Context: an optimization exercise on an open-source flow, tuned for small area, a short achievable clock period and few clock cycles per item. The choices shown serve that exercise and are no tape-out recipe. In this exercise RTL edits were held to simulation tests only and were not proved equivalent to the original.

Setup of lane 1:
## htv_amdem
module htv_amdem (
    input  wire        clk,
    input  wire        rst,
    input  wire        in_valid,
    output wire        in_ready,
    input  wire [31:0] in_i,
    input  wire [31:0] in_q,
    output wire        out_valid,
    input  wire        out_ready,
    output reg  [31:0] out_mag
);
    localparam [25:0] CUT  = 26'h1AAAA90;
    localparam        CUTS = 1'b1;
    localparam        SQSPLIT = 1'b0;
    reg         ne, full;        
    reg         rdy, ovl;        
    reg  [31:0] skid;
    wire        adv = !full;     
    assign in_ready  = rdy;
    assign out_valid = ovl;
    reg         v0;
    reg  [30:0] xi, xq;
    always @(posedge clk) begin
        if (rst) v0 <= 1'b0;
        else if (adv) v0 <= in_valid;
        if (adv) begin
            xi <= in_i[30:0];
            xq <= in_q[30:0];
        end
    end
    wire [7:0]  ei = xi[30:23], eq = xq[30:23];
    wire        sw = (eq > ei);             
    wire [7:0]  dx = sw ? eq - ei : ei - eq;
    wire [47:0] sxi, syi, sxq, syq;
    htv_sq u_sqi (.f(xi[22:0]), .x(sxi), .y(syi));
    htv_sq u_sqq (.f(xq[22:0]), .x(sxq), .y(syq));
    wire        i_nan = (ei == 8'hFF) && (xi[22:0] != 23'd0);
    wire        q_nan = (eq == 8'hFF) && (xq[22:0] != 23'd0);
    reg         v1;
    reg  [7:0]  ei1, eq1;
    reg  [3:0]  dh1;
    reg         sw1, far1, nan1, inf1, si1, sq1;
    wire [25:0] pi1, pq1;
    always @(posedge clk) begin
        if (rst) v1 <= 1'b0;
        else if (adv) v1 <= v0;
        if (adv) begin
            ei1  <= ei;
            eq1  <= eq;
            sw1  <= sw;
            dh1  <= dx[3:0];
            far1 <= (dx > 8'd13);
            nan1 <= i_nan | q_nan;
  ...
Settings: LEC_CHECK=0, ABC_AREA=1, CAP_MARGIN=20, CORE_MARGIN=2, CORE_UTILIZATION=65, CTS_BUF_LIST=sky130_fd_sc_hd__clkbuf_8, GPL_TIMING_DRIVEN=0, SLEW_MARGIN=20; clock period 20.0 ns.
standard.sh (not shown) runs the stock make flow with config.mk's settings and CLKGATE_MAP_FILE= SYNTH_SCRIPT=/design/flow/synth_recipe.tcl, a recipe that flattens the netlist after the stock synthesis.
==> flow/flow/run.sh <==
#!/bin/bash
# Standard layout (the standard.sh: standard synthesis and ORFS flow),
# with the timing repair asked to leave a setup margin, so that it works on
# paths well inside the 20 ns clock period.  The SDC is the standard flow's, unchanged.
set -euo pipefail
bash standard.sh SETUP_SLACK_MARGIN=14.5 finish > standard_flow.log 2>&1
Lane 1: no failed stages, no open violations at the end
Testbench counts of lane 1, summed over its fixed seeds: cycles 3,320, samples 3,200.
## Diff of input files: lane 2 against lane 1
Settings: changing CAP_MARGIN from 20 to 10; removing CTS_BUF_LIST (formerly sky130_fd_sc_hd__clkbuf_8); removing GPL_TIMING_DRIVEN (formerly 0); changing SLEW_MARGIN from 20 to 10.
==> notes.md <==
- The final layouts of lane 2 and lane 1 pass the timing, design-rule and antenna checks.
- Lane 1 → lane 2: path depth of the worst reg2reg path up 16, via count of the routed design now smaller, worst hold slack higher, net count of the finished layout lower.
- The run showing the greater routed wire length is lane 1.
- Global-route usage in lane 2 is 3.0 points below lane 1.
- Lane 2 vs. lane 1: transition at the pin with the smallest max-transition slack climbed 0.046 ns, critical path depth in cells climbed about 80%.
Relative to lane 2, the following input files were edited for lane 3:
Settings: a change of SLEW_MARGIN from 10 to 20; a change of CAP_MARGIN from 10 to 20.
Findings:
Compared lane 3 against lane 2; final non-filler cell area within noise. Going from lane 2 to lane 3, final wirelength saw little to no change; post-cts sizing count has decreased. NOTE total of plain and repair buffers excluding clock buffers lane 2->lane 3 increased slightly. Compared lane 3 against lane 2; via count within noise. Delta (lane 3 minus lane 2): utilization did not really move. Taking lane 2 as the reference, in lane 3 fmax +3.7 MHz, final hold slack -0.014 ns.
Setup changes, lane 3 to lane 4
Settings: CORE_UTILIZATION changed from 65 to 68; CTS_BUF_LIST newly set to sky130_fd_sc_hd__clkbuf_8.
==> comparison <==
- [compare] base=lane 3 new=lane 4: final design instance area without fill closely matched the old numbers.

-- what the ideal ports hide --
In the flow no input, the clock included, has a driving cell. The finished layouts below were timed again as built, in two steps. Step 1 (the two cells are an assumption about what drives the block):
set clk [get_ports {clk}]
set_driving_cell -lib_cell sky130_fd_sc_hd__clkbuf_16 $clk
set_driving_cell -lib_cell sky130_fd_sc_hd__buf_2 [delete_from_list [all_inputs] $clk]
Step 2 moves the port delays by t, midway between the first and last clock arrival at a register: inputs arrive t later, outputs are due t later. That takes back most of the time a late clock gives input paths. Three values: ideal ports, drivers, drivers and shift; two values: the first two.
| run | shift t [ns] | setup WS [ns] | slew at the worst register clock pin (ns) | pins driven straight from the clock port |
|---|---|---|---|---|
| lane 1 | 0.889 | 14.521 / 14.480 / 14.513 | 0.08 / 0.08 | 1 |
| lane 2 | 0.727 | 14.456 / 14.456 / 14.456 | 0.07 / 0.07 | 1 |
| lane 3 | 0.731 | 14.568 / 14.532 / 14.505 | 0.07 / 0.07 | 1 |
| lane 4 | 0.890 | 14.555 / 14.489 / 14.499 | 0.09 / 0.09 | 1 |
After both steps every run listed still meets setup and hold. For lane 3, which loses most, drivers alone change the setup slack by -0.036 ns; drivers and shift together by -0.063 ns.
